Context: an optimization exercise on an open-source flow, tuned for a short achievable clock period and few clock cycles. The choices shown serve that exercise and are no tape-out recipe.
Where RTL was checked, it was by simulation tests only, not by an equivalence proof against the original.
For run 1, only the layout was checked, not whether the RTL still works.
No activity file was given, so power comes from the tool's default toggle rates.

## config.mk

```make
export PLATFORM = sky130hd
export DESIGN_NAME = stark_core
export DESIGN_NICKNAME = stark_core
export VERILOG_FILES = /design/flow/design.v
export SDC_FILE = /design/flow/constraint.sdc
export NUM_CORES = 4
export LEC_CHECK = 0
export ABC_CLOCK_PERIOD_IN_PS = 4000
export CAP_MARGIN = 20
export CORE_MARGIN = 2
export CORE_UTILIZATION = 40
export SETUP_SLACK_MARGIN = 5
export SLEW_MARGIN = 20
export TNS_END_PERCENT = 100
```

## run.sh

```bash
#!/bin/bash
# synth_recipe.tcl (not shown) runs the flow's synth.tcl, then flattens the netlist and writes it again
# the make line also repeats each setting of config.mk as NAME=value (left out here)
make -C /OpenROAD-flow-scripts/flow DESIGN_CONFIG=/design/flow/config.mk WORK_HOME=/design/flow/orfs CLKGATE_MAP_FILE= SYNTH_SCRIPT=/design/flow/synth_recipe.tcl finish
```

## design.v

```verilog
module stark_core (
    input  wire        clk,
    input  wire        rst,
    output wire        mem_re,
    output wire [11:0] mem_raddr,
    input  wire [31:0] mem_rdata,
    output reg         mem_we,
    output reg  [11:0] mem_waddr,
    output reg  [31:0] mem_wdata,
    output reg         halted,
    output reg         faulted,
    output reg  [2:0]  fault_code,
    output reg  [31:0] fault_info,
    output wire [31:0] pc,
    output wire [31:0] r0,
    output wire [31:0] r1,
    output wire [31:0] r2,
    output wire [31:0] r3,
    output wire        flag
);
    localparam [31:0] RSV  = 32'd256;
    localparam [31:0] SIZE = 32'd2304;
    localparam integer QN = 20;         
    localparam integer DK = 2;          
    localparam integer DKN = 4;         
    localparam integer NL = 32;         
    localparam integer LB = 7;          
    localparam [1:0] S_RUN   = 2'd0;    
    localparam [1:0] S_FAULT = 2'd1;    
    localparam [1:0] S_DONE  = 2'd2;    
    reg [1:0]  state;
    reg [11:0] pcr;                     
    reg [31:0] x0, x1, x2, x3;
    reg        flag_q;
    assign pc   = {20'd0, pcr};
    assign flag = flag_q;
    assign r0   = x0;
    assign r1   = x1;
    assign r2   = x2;
    assign r3   = x3;
    reg        e_v;           
    reg [7:0]  e_op;
    reg [31:0] e_a, e_b;      
    reg        e_sub;
    reg        e_we;          
    reg [1:0]  e_d;
    reg [31:0] e_sa, e_sv;    
    reg [31:0] e_t;           
    reg        e_pred;        
    reg [11:0] e_pc, e_pcn;   
    wire e_st   = e_v && (e_op[7:4] == 4'h1) && (e_op[3] ^ e_op[2]);
    wire e_jmp  = e_v && (e_op[7:2] == 6'b001100);
    wire e_cmp  = e_v && (e_op == 8'h40);
    wire e_hlt  = e_v && (e_op == 8'h01);
    wire e_mul  = e_v && ((e_op == 8'h55) || (e_op == 8'h56));
    wire e_div  = e_v && ((e_op == 8'h57) || (e_op == 8'h58) || (e_op == 8'h59));
    wire e_md   = e_mul || e_div;
    wire        e_dz  = e_div && (e_a < e_b);
    wire [31:0] alu_y = e_dz ? 32'd0 : (e_sub ? (e_a - e_b) : (e_a + e_b));
    wire        e_fwd = (e_v && e_we) || e_dz;
    reg         mbusy, dbusy;
    reg  [1:0]  m_d;            
    wire [31:0] m_y;
    wire [31:0] xf0 = (e_fwd && e_d == 2'd0) ? alu_y : ((mbusy && m_d == 2'd0) ? m_y : x0);
    wire [31:0] xf1 = (e_fwd && e_d == 2'd1) ? alu_y : ((mbusy && m_d == 2'd1) ? m_y : x1);
    wire [31:0] xf2 = (e_fwd && e_d == 2'd2) ? alu_y : ((mbusy && m_d == 2'd2) ? m_y : x2);
    wire [31:0] xf3 = (e_fwd && e_d == 2'd3) ? alu_y : ((mbusy && m_d == 2'd3) ? m_y : x3);
    function [31:0] xsel(input [1:0] i);
        case (i)
            2'd0: xsel = xf0;
            2'd1: xsel = xf1;
            2'd2: xsel = xf2;
            default: xsel = xf3;
        endcase
    endfunction
    reg [8*QN-1:0] qv;
    reg [4:0]      qn;
    wire [7:0] h0 = qv[7:0];
    wire [7:0] h1 = qv[15:8];
    wire [7:0] h2 = qv[23:16];
    wire [7:0] h3 = qv[31:24];
    wire [7:0] h4 = qv[39:32];
    wire [7:0] h5 = qv[47:40];
    wire [7:0] h6 = qv[55:48];
    wire [7:0] h7 = qv[63:56];
    wire [7:0] h8 = qv[71:64];
    reg        d_valid;
    reg [3:0]  d_len;           
    reg [7:0]  d_regs;          
    always @* begin
        d_valid = 1'b1;
        d_len   = 4'd1;
        d_regs  = 8'b0;
        case (h0)
            8'h01:                      begin d_len = 4'd1; d_regs = 8'b00000000; end
            8'h10, 8'h18:               begin d_len = 4'd3; d_regs = 8'b00000011; end
            8'h11, 8'h19:               begin d_len = 4'd3; d_regs = 8'b00000001; end
            8'h12, 8'h1A:               begin d_len = 4'd4; d_regs = 8'b00000001; end
            8'h13, 8'h1B, 8'h40:        begin d_len = 4'd6; d_regs = 8'b00000001; end
            8'h14:                      begin d_len = 4'd6; d_regs = 8'b00010000; end
            8'h15:                      begin d_len = 4'd6; d_regs = 8'b00000000; end
            8'h16:                      begin d_len = 4'd7; d_regs = 8'b00000000; end
            8'h17:                      begin d_len = 4'd9; d_regs = 8'b00000000; end
            8'h20, 8'h21, 8'h30, 8'h32: begin d_len = 4'd2; d_regs = 8'b00000001; end
            8'h31, 8'h33:               begin d_len = 4'd5; d_regs = 8'b00000000; end
            8'h50, 8'h52, 8'h55, 8'h57: begin d_len = 4'd4; d_regs = 8'b00000111; end
            8'h51, 8'h53, 8'h56, 8'h58: begin d_len = 4'd7; d_regs = 8'b00100001; end
            8'h54, 8'h59:               begin d_len = 4'd7; d_regs = 8'b00110000; end
            default:                    d_valid = 1'b0;
        endcase
    end
    wire op_hlt  = (h0 == 8'h01);
    wire op_jimm = (h0 == 8'h31) || (h0 == 8'h33);
    wire op_md   = (h0 == 8'h55) || (h0 == 8'h56) || (h0 == 8'h57) || (h0 == 8'h58) || (h0 == 8'h59);
    wire [31:0] xh1 = xsel(h1[1:0]);
    wire [31:0] xh2 = xsel(h2[1:0]);
    wire [31:0] xh5 = xsel(h5[1:0]);
    wire [31:0] imm_14 = {h4, h3, h2, h1};
    wire [31:0] imm_25 = {h5, h4, h3, h2};
    wire [31:0] imm_58 = {h8, h7, h6, h5};
    reg [31:0] d_a, d_b;
    reg        d_sub;
    reg        d_we;
    reg [1:0]  d_d;
    always @* begin
        d_a   = xh1;
        d_b   = xh2;
        d_sub = 1'b0;
        d_we  = 1'b0;
        d_d   = h1[1:0];
        case (h0)
            8'h10: begin d_we = 1'b1; d_a = 32'd0; d_b = xh2; end
            8'h11: begin d_we = 1'b1; d_a = 32'd0; d_b = {24'd0, h2}; end
            8'h12: begin d_we = 1'b1; d_a = 32'd0; d_b = {16'd0, h3, h2}; end
            8'h13: begin d_we = 1'b1; d_a = 32'd0; d_b = imm_25; end
            8'h20: begin d_we = 1'b1; d_b = 32'd1; end
            8'h21: begin d_we = 1'b1; d_b = 32'd1; d_sub = 1'b1; end
            8'h40: begin d_b = imm_25; end
            8'h50: begin d_we = 1'b1; d_d = h3[1:0]; end
            8'h51: begin d_we = 1'b1; d_b = imm_25; d_d = h6[1:0]; end
            8'h52: begin d_we = 1'b1; d_sub = 1'b1; d_d = h3[1:0]; end
            8'h53: begin d_we = 1'b1; d_b = imm_25; d_sub = 1'b1; d_d = h6[1:0]; end
            8'h54: begin d_we = 1'b1; d_a = imm_14; d_b = xh5; d_sub = 1'b1; d_d = h6[1:0]; end
            8'h55, 8'h57: begin d_d = h3[1:0]; end
            8'h56, 8'h58: begin d_b = imm_25; d_d = h6[1:0]; end
            8'h59:        begin d_a = imm_14; d_b = xh5; d_d = h6[1:0]; end
            default: ;
        endcase
    end
    reg [31:0] d_sa, d_sv;
    always @* begin
        case (h0)
            8'h14:   begin d_sa = imm_14; d_sv = xh5; end
            8'h15:   begin d_sa = imm_14; d_sv = {24'd0, h5}; end
            8'h16:   begin d_sa = imm_14; d_sv = {16'd0, h6, h5}; end
            8'h17:   begin d_sa = imm_14; d_sv = imm_58; end
            8'h18:   begin d_sa = xh1;    d_sv = xh2; end
            8'h19:   begin d_sa = xh1;    d_sv = {24'd0, h2}; end
            8'h1A:   begin d_sa = xh1;    d_sv = {16'd0, h3, h2}; end
            default: begin d_sa = xh1;    d_sv = imm_25; end
        endcase
    end
    wire [31:0] d_t = h0[0] ? imm_14 : xh1;
    wire       ubusy = mbusy || dbusy;
    wire e_st_ok  = (e_sa > RSV) && (e_sa < SIZE - 32'd3);
    wire e_taken  = !e_op[1] || !flag_q;
    wire e_jmp_ok = (e_t > RSV) && (e_t < SIZE);
    wire e_div0   = (e_b == 32'd0);
    wire e_f2 = e_st && !e_st_ok;
    wire e_f3 = e_jmp && e_taken && !e_jmp_ok;
    wire e_f5 = e_div && e_div0;
    wire e_stop = e_hlt || e_f2 || e_f3 || e_f5;
    wire e_do_st = e_st && e_st_ok;
    reg  [11:0] qend;
    wire e_mis   = e_jmp && !e_f3 && (e_taken != e_pred);
    wire e_flush = e_do_st && (e_sa[11:0] < qend + 12'd8);
    wire e_redir = e_mis || e_flush;
    wire [11:0] e_raddr = (e_mis && e_taken) ? e_t[11:0] : e_pcn;
    wire        pc_end  = (pcr == SIZE[11:0]);
    wire        have    = (qn >= {1'b0, d_len});
    wire        run     = (state == S_RUN);
    wire [12:0] pc_len  = {1'b0, pcr} + {9'd0, d_len};
    wire        overrun = (pc_len > {1'b0, SIZE[11:0]});
    wire        regbad  = |(d_regs & {h8[7:2] != 0, h7[7:2] != 0, h6[7:2] != 0, h5[7:2] != 0,
                                      h4[7:2] != 0, h3[7:2] != 0, h2[7:2] != 0, h1[7:2] != 0});
    wire        d_bad   = !d_valid || regbad || overrun;
    wire        hz_on   = dbusy || e_mul || (e_div && !e_dz);
    wire [1:0]  hz_d    = dbusy ? m_d : e_d;
    wire [7:0]  hz_m    = {h8[1:0] == hz_d, h7[1:0] == hz_d, h6[1:0] == hz_d, h5[1:0] == hz_d,
                           h4[1:0] == hz_d, h3[1:0] == hz_d, h2[1:0] == hz_d, h1[1:0] == hz_d};
    wire        hz      = hz_on && ((|(d_regs & hz_m)) || op_md || op_hlt);
    wire        d_go    = run && !pc_end && have && !d_bad && !hz && !e_redir && !e_stop;
    wire        d_redir = d_go && op_jimm;       
    wire        d_rd    = run && op_jimm && (qn >= 5'd5);
    wire        d_fault = run && !pc_end && have && d_bad && !e_v && !ubusy;
    wire        d_end   = run && pc_end && !e_v && !ubusy;
    wire [11:0] pc_next = pc_len[11:0];
    reg [31:0]    cdat [0:NL-1];
    reg [11-LB:0] ctag [0:NL-1];
    reg [NL-1:0]  cval;
    reg [1:0]  qoff;
    reg [11:0] fa;           
    reg        pend;         
    reg [11:0] pend_addr;    
    reg        s1_v, s2_v;   
    reg [LB-3:0] s1_a, s1_b, s2_a, s2_b;
    wire [LB-3:0] ql0 = qend[LB-1:2];
    wire [LB-3:0] ql1 = ql0 + 1'b1;
    wire [11:0]   qend4 = qend + 12'd4;
    wire hit0 = cval[ql0] && (ctag[ql0] == qend[11:LB]);
    wire hit1 = cval[ql1] && (ctag[ql1] == qend4[11:LB]);
    wire [LB-3:0] pl = pend_addr[LB-1:2];
    wire killed  = (s1_v && (pl == s1_a || pl == s1_b)) || (s2_v && (pl == s2_a || pl == s2_b));
    wire arr_ok  = pend && !killed;
    wire arr_use = arr_ok && (pend_addr == qend);
    wire [1:0] avail = hit0 ? (hit1 ? 2'd2 : 2'd1) : (arr_use ? 2'd1 : 2'd0);
    wire [1:0] room  = (qn <= QN - 8) ? 2'd2 : ((qn <= QN - 4) ? 2'd1 : 2'd0);
    wire [1:0] napp  = (avail < room) ? avail : room;
    wire [63:0] src  = hit0 ? {cdat[ql1], cdat[ql0]} : {32'd0, mem_rdata};
    wire [63:0] src_sh = src >> {qoff, 3'b000};
    wire [11:0] qend_next = qend + {napp, 2'b00};
    wire [4:0]  nbytes = (napp == 2'd0) ? 5'd0 : ({2'b0, napp, 2'b00} - {3'b0, qoff});
    wire          redir = e_redir || d_redir;
    wire [11:0]   jt  = e_redir ? e_raddr : d_t[11:0];
    wire [11:0]   jt4 = jt + 12'd4;
    wire [11:0]   jt8 = jt + 12'd8;
    wire [LB-3:0] tl0 = jt[LB-1:2];
    wire [LB-3:0] tl1 = tl0 + 1'b1;
    wire [LB-3:0] tl2 = tl0 + 2'd2;
    wire thit0 = !e_do_st && cval[tl0] && (ctag[tl0] == jt[11:LB]);
    wire thit1 = cval[tl1] && (ctag[tl1] == jt4[11:LB]);
    wire thit2 = cval[tl2] && (ctag[tl2] == jt8[11:LB]);
    wire [95:0] tsrc = {cdat[tl2], cdat[tl1], cdat[tl0]} >> {jt[1:0], 3'b000};
    wire [1:0]  tn   = thit0 ? (thit1 ? (thit2 ? 2'd3 : 2'd2) : 2'd1) : 2'd0;
    assign mem_re    = 1'b1;
    assign mem_raddr = e_redir ? {e_raddr[11:2], 2'b00} :
                       (d_rd ? {imm_14[11:2], 2'b00} : fa);
    reg [8*QN-1:0] ext;
    integer j;
    always @* begin
        for (j = 0; j < QN; j = j + 1) begin
            if ((j >= qn) && (j < qn + 8))
                ext[8*j +: 8] = src_sh[8*(j - qn) +: 8];
            else
                ext[8*j +: 8] = qv[8*j +: 8];
        end
    end
    wire [8*QN+8*9-1:0] ext_w = {72'd0, ext};
    reg  [8*QN-1:0] q_len;
    always @* begin
        case (d_len)
            4'd1: q_len = ext_w[8*1 +: 8*QN];
            4'd2: q_len = ext_w[8*2 +: 8*QN];
            4'd3: q_len = ext_w[8*3 +: 8*QN];
            4'd4: q_len = ext_w[8*4 +: 8*QN];
            4'd5: q_len = ext_w[8*5 +: 8*QN];
            4'd6: q_len = ext_w[8*6 +: 8*QN];
            4'd7: q_len = ext_w[8*7 +: 8*QN];
            default: q_len = ext_w[8*9 +: 8*QN];
        endcase
    end
    wire [8*QN-1:0] q_shift = d_go ? q_len : ext;
    wire [5:0] qn_after = {1'b0, qn} + {1'b0, nbytes} - (d_go ? {2'b0, d_len} : 6'd0);
    wire [11:0]   st_a3 = e_sa[11:0] + 12'd3;
    wire [LB-3:0] st_la = e_sa[LB-1:2];
    wire [LB-3:0] st_lb = st_a3[LB-1:2];
    integer li;
    always @(posedge clk) begin
        if (rst) begin
            qn        <= 5'd0;
            qend      <= RSV[11:0];
            qoff      <= 2'd0;
            fa        <= RSV[11:0];
            pend      <= 1'b0;
            pend_addr <= 12'd0;
            s1_v      <= 1'b0;
            s2_v      <= 1'b0;
            s1_a      <= 0;
            s1_b      <= 0;
            s2_a      <= 0;
            s2_b      <= 0;
            cval      <= {NL{1'b0}};
        end else begin
            pend      <= 1'b1;
            pend_addr <= mem_raddr;
            s1_v      <= e_do_st;
            s1_a      <= st_la;
            s1_b      <= st_lb;
            s2_v      <= s1_v;
            s2_a      <= s1_a;
            s2_b      <= s1_b;
            if (redir) begin
                qv   <= {{(8*QN-96){1'b0}}, tsrc};
                qoff <= 2'd0;
                if (thit0) begin
                    qn   <= {1'b0, tn, 2'b00} - {3'd0, jt[1:0]};
                    qend <= {jt[11:2], 2'b00} + {8'd0, tn, 2'b00};
                    fa   <= {jt[11:2], 2'b00} + {8'd0, tn, 2'b00};
                end else begin
                    qn   <= 5'd0;
                    qend <= {jt[11:2], 2'b00};
                    qoff <= jt[1:0];
                    fa   <= {jt[11:2], 2'b00} + 12'd4;
                end
            end else begin
                qv   <= q_shift;
                qn   <= qn_after[4:0];
                qend <= qend_next;
                if (napp != 2'd0)
                    qoff <= 2'd0;
                fa   <= (mem_raddr == qend_next) ? qend_next + 12'd4 : qend_next;
            end
            for (li = 0; li < NL; li = li + 1) begin
                if (e_do_st && (li == st_la || li == st_lb))
                    cval[li] <= 1'b0;
                else if (arr_ok && (li == pl))
                    cval[li] <= 1'b1;
            end
        end
    end
    always @(posedge clk) begin
        for (li = 0; li < NL; li = li + 1) begin
            if (arr_ok && (li == pl)) begin
                cdat[li] <= mem_rdata;
                ctag[li] <= pend_addr[11:LB];
            end
        end
    end
    reg  [31:0] m_p0;
    reg  [23:0] m_p1;
    reg  [15:0] m_p2;
    reg  [7:0]  m_p3;
    assign m_y = m_p0 + {m_p1, 8'd0} + {m_p2, 16'd0} + {m_p3, 24'd0};
    reg [31:0] dv_quo, dv_rem, dv_den;
    reg [33:0] dv_d3;
    reg [4:0]  dv_cnt;
    reg        dv_nar;
    function [5:0] msb32(input [31:0] v);    
        integer k;
        begin
            msb32 = 6'd0;
            for (k = 0; k < 32; k = k + 1)
                if (v[k]) msb32 = k + 1;
        end
    endfunction
    wire [5:0] mn = msb32(e_a);
    wire [5:0] md = msb32(e_b);
    wire [6:0] nbs = {1'b0, mn} - {1'b0, md} + 7'd1;    
    wire [5:0] nb  = nbs[6] ? 6'd0 : nbs[5:0];
    wire       nar = (md <= 6'd8);
    wire [5:0] nbr_w = (nb + DK - 1) / DK * DK;
    wire [5:0] nbr_n = (nb + DKN - 1) / DKN * DKN;
    wire [5:0] nbr_raw = nar ? nbr_n : nbr_w;
    wire [5:0] nbr = (nbr_raw == 6'd0) ? (nar ? DKN : DK) : ((nbr_raw > 6'd32) ? 6'd32 : nbr_raw);
    wire [4:0] ncyc = nar ? ((nbr + DKN - 1) / DKN) : (nbr / DK);
    wire [31:0] rem_init = (nbr >= 6'd32) ? 32'd0 : (e_a >> nbr);
    wire [31:0] quo_init = e_a << (6'd32 - nbr);
    reg [31:0] it_rem, it_quo;
    reg [33:0] it_sh, it_t1, it_t2;
    reg [34:0] it_t3;
    integer s;
    always @* begin
        it_rem = dv_rem;
        it_quo = dv_quo;
        for (s = 0; s < DK / 2; s = s + 1) begin
            it_sh  = {it_rem, it_quo[31:30]};
            it_t1  = it_sh - {2'b0, dv_den};
            it_t2  = it_sh - {1'b0, dv_den, 1'b0};
            it_t3  = {1'b0, it_sh} - {1'b0, dv_d3};
            it_quo = {it_quo[29:0], 2'b00};
            if (!it_t3[34]) begin
                it_rem = it_t3[31:0]; it_quo[1:0] = 2'd3;
            end else if (!it_t2[33]) begin
                it_rem = it_t2[31:0]; it_quo[1:0] = 2'd2;
            end else if (!it_t1[33]) begin
                it_rem = it_t1[31:0]; it_quo[1:0] = 2'd1;
            end else begin
                it_rem = it_sh[31:0];
            end
        end
    end
    reg [7:0]  nt_rem;
    reg [31:0] nt_quo;
    reg [9:0]  nt_sh;
    reg [10:0] nt_t1, nt_t2, nt_t3;
    always @* begin
        nt_rem = dv_rem[7:0];
        nt_quo = dv_quo;
        for (s = 0; s < DKN / 2; s = s + 1) begin
            nt_sh  = {nt_rem, nt_quo[31:30]};
            nt_t1  = {1'b0, nt_sh} - {3'b0, dv_den[7:0]};
            nt_t2  = {1'b0, nt_sh} - {2'b0, dv_den[7:0], 1'b0};
            nt_t3  = {1'b0, nt_sh} - {1'b0, dv_d3[9:0]};
            nt_quo = {nt_quo[29:0], 2'b00};
            if (!nt_t3[10]) begin
                nt_rem = nt_t3[7:0]; nt_quo[1:0] = 2'd3;
            end else if (!nt_t2[10]) begin
                nt_rem = nt_t2[7:0]; nt_quo[1:0] = 2'd2;
            end else if (!nt_t1[10]) begin
                nt_rem = nt_t1[7:0]; nt_quo[1:0] = 2'd1;
            end else begin
                nt_rem = nt_sh[7:0];
            end
        end
    end
    wire [31:0] dv_nq = dv_nar ? nt_quo : it_quo;
    wire        ex_we = e_fwd;
    wire        u_we  = mbusy || (dbusy && dv_cnt == 5'd1);
    wire [31:0] u_y   = mbusy ? m_y : dv_nq;
    always @(posedge clk) begin
        if (rst) begin
            x0 <= 32'd0;
            x1 <= 32'd0;
            x2 <= 32'd0;
            x3 <= 32'd0;
        end else begin
            if (ex_we && e_d == 2'd0) x0 <= alu_y;
            else if (u_we && m_d == 2'd0) x0 <= u_y;
            if (ex_we && e_d == 2'd1) x1 <= alu_y;
            else if (u_we && m_d == 2'd1) x1 <= u_y;
            if (ex_we && e_d == 2'd2) x2 <= alu_y;
            else if (u_we && m_d == 2'd2) x2 <= u_y;
            if (ex_we && e_d == 2'd3) x3 <= alu_y;
            else if (u_we && m_d == 2'd3) x3 <= u_y;
        end
    end
    reg [2:0]  f_code;
    reg [31:0] f_info;
    reg [11:0] f_pc;
    reg        f_hit;
    reg [7:0]  f_b;
    integer k;
    always @* begin
        f_code = 3'd0;
        f_info = 32'd0;
        f_pc   = pc_next;
        f_hit  = 1'b0;
        f_b    = 8'd0;
        if (!d_valid) begin
            f_code = 3'd4;
            f_info = {24'd0, h0};
            f_pc   = pcr + 12'd1;
        end else begin
            for (k = 1; k <= 8; k = k + 1) begin
                f_b = qv[8*k +: 8];
                if (!f_hit && (k < d_len)) begin
                    if ({1'b0, pcr} + k >= {1'b0, SIZE[11:0]}) begin
                        f_hit  = 1'b1;
                        f_code = 3'd1;
                        f_info = SIZE;
                        f_pc   = SIZE[11:0];
                    end else if (d_regs[k-1] && (f_b >= 8'd4)) begin
                        f_hit  = 1'b1;
                        f_code = 3'd6;
                        f_info = {24'd0, f_b};
                        f_pc   = pcr + k + 1;
                    end
                end
            end
        end
    end
    always @(posedge clk) begin
        if (rst) begin
            state      <= S_RUN;
            pcr        <= RSV[11:0];
            flag_q     <= 1'b0;
            halted     <= 1'b0;
            faulted    <= 1'b0;
            fault_code <= 3'd0;
            fault_info <= 32'd0;
            mem_we     <= 1'b0;
            mem_waddr  <= 12'd0;
            mem_wdata  <= 32'd0;
            e_v        <= 1'b0;
            e_op       <= 8'd0;
            e_a        <= 32'd0;
            e_b        <= 32'd0;
            e_sub      <= 1'b0;
            e_we       <= 1'b0;
            e_d        <= 2'd0;
            e_sa       <= 32'd0;
            e_sv       <= 32'd0;
            e_t        <= 32'd0;
            e_pred     <= 1'b0;
            e_pc       <= 12'd0;
            e_pcn      <= 12'd0;
            m_d        <= 2'd0;
            mbusy      <= 1'b0;
            dbusy      <= 1'b0;
            m_p0       <= 32'd0;
            m_p1       <= 24'd0;
            m_p2       <= 16'd0;
            m_p3       <= 8'd0;
            dv_quo     <= 32'd0;
            dv_rem     <= 32'd0;
            dv_den     <= 32'd0;
            dv_d3      <= 34'd0;
            dv_cnt     <= 5'd0;
            dv_nar     <= 1'b0;
        end else begin
            mem_we <= e_do_st;
            if (e_do_st) begin
                mem_waddr <= e_sa[11:0];
                mem_wdata <= e_sv;
            end
            if (e_cmp)
                flag_q <= (e_a == e_b);
            mbusy <= e_mul;
            if (e_mul) begin
                m_d  <= e_d;
                m_p0 <= e_a * e_b[7:0];
                m_p1 <= e_a[23:0] * e_b[15:8];
                m_p2 <= e_a[15:0] * e_b[23:16];
                m_p3 <= e_a[7:0] * e_b[31:24];
            end
            if (e_div && !e_div0 && !e_dz) begin
                m_d    <= e_d;
                dbusy  <= 1'b1;
                dv_rem <= rem_init;
                dv_quo <= quo_init;
                dv_den <= e_b;
                dv_d3  <= {2'b0, e_b} + {1'b0, e_b, 1'b0};
                dv_cnt <= ncyc;
                dv_nar <= nar;
            end else if (dbusy) begin
                dv_rem <= dv_nar ? {24'd0, nt_rem} : it_rem;
                dv_quo <= dv_nq;
                dv_cnt <= dv_cnt - 5'd1;
                if (dv_cnt == 5'd1)
                    dbusy <= 1'b0;
            end
            if (!(e_stop && ubusy))
                e_v <= d_go;
            if (d_go) begin
                e_op   <= h0;
                e_a    <= d_a;
                e_b    <= d_b;
                e_sub  <= d_sub;
                e_we   <= d_we;
                e_d    <= d_d;
                e_sa   <= d_sa;
                e_sv   <= d_sv;
                e_t    <= d_t;
                e_pred <= op_jimm;
                e_pc   <= pcr;
                e_pcn  <= pc_next;
            end
            if (e_stop) begin
              if (!ubusy) begin
                pcr   <= e_pcn;
                state <= S_DONE;
                if (e_hlt) begin
                    halted <= 1'b1;
                end else begin
                    faulted    <= 1'b1;
                    fault_code <= e_f2 ? 3'd2 : (e_f3 ? 3'd3 : 3'd5);
                    fault_info <= e_f2 ? (((e_sa <= RSV) || (e_sa >= SIZE)) ? e_sa : SIZE) :
                                  (e_f3 ? e_t : {20'd0, e_pc});
                end
              end
            end else if (e_redir) begin
                pcr <= e_raddr;
            end else if (d_go) begin
                pcr <= d_redir ? d_t[11:0] : pc_next;
            end else if (d_end) begin
                halted <= 1'b1;
                state  <= S_DONE;
            end else if (d_fault) begin
                state <= S_FAULT;
            end
            if (state == S_FAULT) begin
                faulted    <= 1'b1;
                fault_code <= f_code;
                fault_info <= f_info;
                pcr        <= f_pc;
                state      <= S_DONE;
            end
        end
    end
endmodule
```

## constraint.sdc

```tcl
create_clock -name core_clock -period 12.0 [get_ports {clk}]
set_input_delay 2.4000 -clock core_clock [delete_from_list [all_inputs] [get_ports {clk}]]
set_output_delay 2.4000 -clock core_clock [all_outputs]
set_load 0.01 [all_outputs]
```

==> reports/metrics.csv, run 1 <==
metric;value;unit
synthArstFlopShare;0;%
grtUsageTotal;77.78;%
tritoncts.num_buffers;268;
firstError;[ERROR GRT-0116] Global routing finished with congestion. Check the congestion regions in the DRC Viewer.;
die_x;671.4;um
cts-root-to-sink-buffers;4;
vias_in_the_first_global_route;228700;
floorplan.die.height;671.4;um
clockRootBuffer;sky130_fd_sc_hd__clkbuf_16;
haltStage;global routing (5_1_grt);
deepest_level_of_the_cts_h_tree;5;
start_util;40.08;%
row_count;245;
post_synth.cell_area_avg;8.477;um2
netlist-cell-type-count;133;
ys.warnings.count;3;
run_status;did not finish;
pin_count_of_the_biggest_net_entering_global_routing;136;
synthFlopType;sky130_fd_sc_hd__edfxtp_1;
synthesis.instances;21020;
design.portCount;290;
grt_first_pass_wirelength;2367;mm
postSynthRegisterBits;2088;
synth-seq-area-share;31.02;%
placement.io_buffers;266;
finalWeightedCongestion;1.259;
tritoncts_num_sinks;2088;
synth_enable_flop_cells;1344;
post_synth_instance_area;0.1781;mm2
post-dp-hpwl;1150;mm
gr-total-overflow;37;
[metal layers]
layer | overflow | track usage (%)
met1 | 0 | 79.62
met2 | 18 | 89.77
met3 | 1 | 65.19
met4 | 18 | 75.41
met5 | 0 | 43.46
[repair_timing]
action,in CTS
setup buffers,654
pin swaps,384
gates cloned,55
gates resized for setup,1891
hold buffers,0
endpoints found under the setup margin,498
[synth_stat cells (476+ instances only)]
library cell               instances  area share [%]
sky130_fd_sc_hd__a211oi_1        487             2.1
sky130_fd_sc_hd__edfxtp_1       1344              23
sky130_fd_sc_hd__nand3_1         573             1.6
sky130_fd_sc_hd__ha_1            502             3.5
sky130_fd_sc_hd__mux2i_1         556             3.1
sky130_fd_sc_hd__dfxtp_1         744             8.4
sky130_fd_sc_hd__nor2_1         1609             3.4
sky130_fd_sc_hd__nand2_1        2460             5.2
sky130_fd_sc_hd__nor3_1          522             1.5
sky130_fd_sc_hd__a221oi_1        476             2.3
sky130_fd_sc_hd__o21ai_0         922             2.6
sky130_fd_sc_hd__clkbuf_1       1277             2.7
sky130_fd_sc_hd__inv_1           648             1.4
sky130_fd_sc_hd__a22oi_1        1202             5.1
sky130_fd_sc_hd__a21oi_1        1545             4.3
[metrics by stage]
stage	cell area [um2]	total power (uW)	setup slack (ns)	utilization, %	cells
after floorplan	179500	44250	3.562	-	21040
after global placement	195800	67350	0.6997	44.06	26800
after detailed placement	196100	67340	0.9679	44.12	26820
after CTS	221100	94680	3.727	49.73	28000
[logic make-up after synthesis]
family,Yosys count,synth area share [%]
other cells,2,0.004216
fa+ha+maj,884,7.785
compound gates,7445,29.64
mux,900,6.141
xor+xnor,488,2.412
buf+inv,2573,5.840
flops,2088,31.02
simple gates,6635,17.16
[how the worst max path moves through the flow]
stage | cells past startpoint | slack [ns] | end
detailed placement | 30 | 0.97 | flip-flop
CTS | 40 | 3.73 | fa[10]$_SDFF_PP0_
global placement | 29 | 0.70 | flip-flop
floorplan | 53 | 3.56 | fa[10]$_SDFF_PP0_
[power by group through the flow]
stage | logic (uW) | registers (uW) | clock network, uW
floorplan | 35400 | 8860 | 0
global placement | 58100 | 9270 | 0
detailed placement | 58100 | 9260 | 0
CTS | 76800 | 9140 | 8710
==> inputs of run 2 (changes only) <==
--- a/design.v
+++ b/design.v
@@ -22,6 +22,5 @@
     localparam [31:0] SIZE = 32'd2304;
     localparam integer QN = 20;         
-    localparam integer DK = 2;          
-    localparam integer DKN = 4;         
+    localparam integer DK = 4;          
     localparam integer NL = 32;         
     localparam integer LB = 7;          
@@ -56,14 +55,10 @@
     wire e_div  = e_v && ((e_op == 8'h57) || (e_op == 8'h58) || (e_op == 8'h59));
     wire e_md   = e_mul || e_div;
-    wire        e_dz  = e_div && (e_a < e_b);
-    wire [31:0] alu_y = e_dz ? 32'd0 : (e_sub ? (e_a - e_b) : (e_a + e_b));
-    wire        e_fwd = (e_v && e_we) || e_dz;
-    reg         mbusy, dbusy;
-    reg  [1:0]  m_d;            
-    wire [31:0] m_y;
-    wire [31:0] xf0 = (e_fwd && e_d == 2'd0) ? alu_y : ((mbusy && m_d == 2'd0) ? m_y : x0);
-    wire [31:0] xf1 = (e_fwd && e_d == 2'd1) ? alu_y : ((mbusy && m_d == 2'd1) ? m_y : x1);
-    wire [31:0] xf2 = (e_fwd && e_d == 2'd2) ? alu_y : ((mbusy && m_d == 2'd2) ? m_y : x2);
-    wire [31:0] xf3 = (e_fwd && e_d == 2'd3) ? alu_y : ((mbusy && m_d == 2'd3) ? m_y : x3);
+    wire [31:0] alu_y = e_sub ? (e_a - e_b) : (e_a + e_b);
+    wire        e_fwd = e_v && e_we;
+    wire [31:0] xf0 = (e_fwd && e_d == 2'd0) ? alu_y : x0;
+    wire [31:0] xf1 = (e_fwd && e_d == 2'd1) ? alu_y : x1;
+    wire [31:0] xf2 = (e_fwd && e_d == 2'd2) ? alu_y : x2;
+    wire [31:0] xf3 = (e_fwd && e_d == 2'd3) ? alu_y : x3;
     function [31:0] xsel(input [1:0] i);
         case (i)
@@ -162,4 +157,6 @@
     end
     wire [31:0] d_t = h0[0] ? imm_14 : xh1;
+    reg        mbusy, dbusy;
+    reg [1:0]  m_d;             
     wire       ubusy = mbusy || dbusy;
     wire e_st_ok  = (e_sa > RSV) && (e_sa < SIZE - 32'd3);
@@ -185,6 +182,6 @@
                                       h4[7:2] != 0, h3[7:2] != 0, h2[7:2] != 0, h1[7:2] != 0});
     wire        d_bad   = !d_valid || regbad || overrun;
-    wire        hz_on   = dbusy || e_mul || (e_div && !e_dz);
-    wire [1:0]  hz_d    = dbusy ? m_d : e_d;
+    wire        hz_on   = ubusy || e_md;
+    wire [1:0]  hz_d    = ubusy ? m_d : e_d;
     wire [7:0]  hz_m    = {h8[1:0] == hz_d, h7[1:0] == hz_d, h6[1:0] == hz_d, h5[1:0] == hz_d,
                            h4[1:0] == hz_d, h3[1:0] == hz_d, h2[1:0] == hz_d, h1[1:0] == hz_d};
@@ -331,9 +328,8 @@
     reg  [15:0] m_p2;
     reg  [7:0]  m_p3;
-    assign m_y = m_p0 + {m_p1, 8'd0} + {m_p2, 16'd0} + {m_p3, 24'd0};
+    wire [31:0] m_y = m_p0 + {m_p1, 8'd0} + {m_p2, 16'd0} + {m_p3, 24'd0};
     reg [31:0] dv_quo, dv_rem, dv_den;
     reg [33:0] dv_d3;
-    reg [4:0]  dv_cnt;
-    reg        dv_nar;
+    reg [3:0]  dv_cnt;
     function [5:0] msb32(input [31:0] v);    
         integer k;
@@ -348,10 +344,6 @@
     wire [6:0] nbs = {1'b0, mn} - {1'b0, md} + 7'd1;    
     wire [5:0] nb  = nbs[6] ? 6'd0 : nbs[5:0];
-    wire       nar = (md <= 6'd8);
-    wire [5:0] nbr_w = (nb + DK - 1) / DK * DK;
-    wire [5:0] nbr_n = (nb + DKN - 1) / DKN * DKN;
-    wire [5:0] nbr_raw = nar ? nbr_n : nbr_w;
-    wire [5:0] nbr = (nbr_raw == 6'd0) ? (nar ? DKN : DK) : ((nbr_raw > 6'd32) ? 6'd32 : nbr_raw);
-    wire [4:0] ncyc = nar ? ((nbr + DKN - 1) / DKN) : (nbr / DK);
+    wire [5:0] nbr_raw = (nb + DK - 1) / DK * DK;
+    wire [5:0] nbr = (nbr_raw == 6'd0) ? DK : ((nbr_raw > 6'd32) ? 6'd32 : nbr_raw);
     wire [31:0] rem_init = (nbr >= 6'd32) ? 32'd0 : (e_a >> nbr);
     wire [31:0] quo_init = e_a << (6'd32 - nbr);
@@ -380,32 +372,7 @@
         end
     end
-    reg [7:0]  nt_rem;
-    reg [31:0] nt_quo;
-    reg [9:0]  nt_sh;
-    reg [10:0] nt_t1, nt_t2, nt_t3;
-    always @* begin
-        nt_rem = dv_rem[7:0];
-        nt_quo = dv_quo;
-        for (s = 0; s < DKN / 2; s = s + 1) begin
-            nt_sh  = {nt_rem, nt_quo[31:30]};
-            nt_t1  = {1'b0, nt_sh} - {3'b0, dv_den[7:0]};
-            nt_t2  = {1'b0, nt_sh} - {2'b0, dv_den[7:0], 1'b0};
-            nt_t3  = {1'b0, nt_sh} - {1'b0, dv_d3[9:0]};
-            nt_quo = {nt_quo[29:0], 2'b00};
-            if (!nt_t3[10]) begin
-                nt_rem = nt_t3[7:0]; nt_quo[1:0] = 2'd3;
-            end else if (!nt_t2[10]) begin
-                nt_rem = nt_t2[7:0]; nt_quo[1:0] = 2'd2;
-            end else if (!nt_t1[10]) begin
-                nt_rem = nt_t1[7:0]; nt_quo[1:0] = 2'd1;
-            end else begin
-                nt_rem = nt_sh[7:0];
-            end
-        end
-    end
-    wire [31:0] dv_nq = dv_nar ? nt_quo : it_quo;
     wire        ex_we = e_fwd;
-    wire        u_we  = mbusy || (dbusy && dv_cnt == 5'd1);
-    wire [31:0] u_y   = mbusy ? m_y : dv_nq;
+    wire        u_we  = mbusy || (dbusy && dv_cnt == 4'd1);
+    wire [31:0] u_y   = mbusy ? m_y : it_quo;
     always @(posedge clk) begin
         if (rst) begin
@@ -496,6 +463,5 @@
             dv_den     <= 32'd0;
             dv_d3      <= 34'd0;
-            dv_cnt     <= 5'd0;
-            dv_nar     <= 1'b0;
+            dv_cnt     <= 4'd0;
         end else begin
             mem_we <= e_do_st;
@@ -514,5 +480,5 @@
                 m_p3 <= e_a[7:0] * e_b[31:24];
             end
-            if (e_div && !e_div0 && !e_dz) begin
+            if (e_div && !e_div0) begin
                 m_d    <= e_d;
                 dbusy  <= 1'b1;
@@ -521,11 +487,10 @@
                 dv_den <= e_b;
                 dv_d3  <= {2'b0, e_b} + {1'b0, e_b, 1'b0};
-                dv_cnt <= ncyc;
-                dv_nar <= nar;
+                dv_cnt <= nbr / DK;
             end else if (dbusy) begin
-                dv_rem <= dv_nar ? {24'd0, nt_rem} : it_rem;
-                dv_quo <= dv_nq;
-                dv_cnt <= dv_cnt - 5'd1;
-                if (dv_cnt == 5'd1)
+                dv_rem <= it_rem;
+                dv_quo <= it_quo;
+                dv_cnt <= dv_cnt - 4'd1;
+                if (dv_cnt == 4'd1)
                     dbusy <= 1'b0;
             end
==> run 2 against run 1 <==
  * The flow again stops in global routing (5_1_grt)
  * Synthesized cell count is 0.22% higher
  * Area after synthesis is 0.42% higher
==> reports/metrics.csv, run 2 <==
metric;value;unit;change
post_synth.cell_area_avg;8.494;um2;+0.20%
row_count;245;;unchanged
finalWeightedCongestion;1.261;;+0.19%
clockRootBuffer;sky130_fd_sc_hd__clkbuf_16;;
haltStage;global routing (5_1_grt);;
placement.io_buffers;266;;unchanged
run_status;did not finish;;
ys.warnings.count;3;;unchanged
netlist-cell-type-count;140;;+5.3%
yosys.cell_count.top_type;sky130_fd_sc_hd__nand2_1;;
firstError;[ERROR GRT-0116] Global routing finished with congestion. Check the congestion regions in the DRC Viewer.;;
synth_compound_area_share;29.79;%;+0.15 points
synth_top_area_share;22.56;%;-0.096 points
grtUsageTotal;79.08;%;
post-dp-hpwl;1147;mm;-0.27%
synthTopCellsByCount;2,498 x sky130_fd_sc_hd__nand2_1, 1,646 x sky130_fd_sc_hd__a21oi_1, 1,589 x sky130_fd_sc_hd__nor2_1;;
tritoncts.num_buffers;269;;+0.37%
postSynthRegisterBits;2086;;-0.096%
synth_enable_flop_cells;1344;;unchanged
synthXorXnorAreaFrac;2.641;%;+0.23 points
deepest_level_of_the_cts_h_tree;5;;unchanged
design.portCount;290;;unchanged
synth_top_cells_by_area;sky130_fd_sc_hd__edfxtp_1 23%, sky130_fd_sc_hd__dfxtp_1 8.3%, sky130_fd_sc_hd__nand2_1 5.2%;;
simple_gate_portion_of_the_synthesized_area;16.66;%;-0.50 points
die_x;672.8;um;+0.21%
pin_count_of_the_biggest_net_entering_global_routing;130;;
grt_first_pass_wirelength;2425;mm;
cts-root-to-sink-buffers;4;;unchanged
floorplan.die.height;672.8;um;+0.21%
synthFlopType;sky130_fd_sc_hd__edfxtp_1;;
synth_adder_area_share;8.200;%;+0.41 points
start_util;40.16;%;+0.087 points
synthesis.instances;21060;;+0.22%
synth.largest_area_cell;sky130_fd_sc_hd__edfxtp_1;;
synth-seq-area-share;30.86;%;-0.15 points
cts.hold.buffers_added;0;;unchanged
synthArstFlopShare;0;%;unchanged
tritoncts_num_sinks;2086;;-0.096%
mux_share_of_post_synthesis_cell_area;6.120;%;-0.022 points
synth_top_family_by_area;compound AO/OA/AOI/OAI gates;;
post_synth_instance_area;0.1789;mm2;+0.42%
vias_in_the_first_global_route;232200;;
gr-total-overflow;60;;
[run 2: worst max-delay path by stage]
stage / start / to / slack (ns) / cells after the start
global placement: qend[4]$_SDFF_PP0_ / flip-flop / 0.59 / 31
CTS: dv_quo[30]$_SDFFE_PP0P_ / dv_rem[7]$_SDFFE_PP0P_ / 3.88 / 38
detailed placement: qend[4]$_SDFF_PP0_ / flip-flop / 1.65 / 35
floorplan: qend[6]$_SDFF_PP0_ / fa[11]$_SDFF_PP0_ / 3.71 / 47
[run 2: stage by stage]
| stage | setup slack, ns | area [um2] | utilization, % | cells | hold WS [ns] |
|---|---|---|---|---|---|
| after floorplan | 3.708 | 179900 | - | 21080 | 0.4251 |
| after global placement | 0.5914 | 195300 | 43.84 | 26760 | 0.4388 |
| after detailed placement | 1.655 | 195500 | 43.90 | 26780 | 0.4435 |
| after CTS | 3.877 | 223700 | 50.21 | 28170 | 0.4515 |
[run 2: timing repair]
| item | CTS |
|---|---|
| gates resized for setup | 2005 |
| buffers inserted | 836 |
| setup endpoints to repair | 381 |
| cloned | 70 |
| pin swaps | 486 |
[run 2: metal layers]
| layer | track usage [%] | GRT overflow |
|---|---|---|
| met1 | 80.50 | 0 |
| met2 | 90.51 | 30 |
| met3 | 68.08 | 4 |
| met4 | 76.28 | 26 |
| met5 | 45.08 | 0 |
[run 2: power groups by stage]
stage                     combinational, uW  sequential (uW)  clock [uW]
after CTS                             54200             8990        8810
after detailed placement              44500             9110           0
after global placement                44400             9120           0
after floorplan                       21500             8720           0
[run 2: cells by family after synthesis]
group | count (synthesis)
buffers and inverters | 2519
multiplexers | 904
flip-flops | 2086
other | 2
XOR/XNOR | 534
AO/OA/AOI/OAI | 7562
AND/OR/NAND/NOR | 6508
adder cells (fa/ha/maj) | 947
Testbench counts of run 2, summed over its fixed seeds: cycles 16,475.
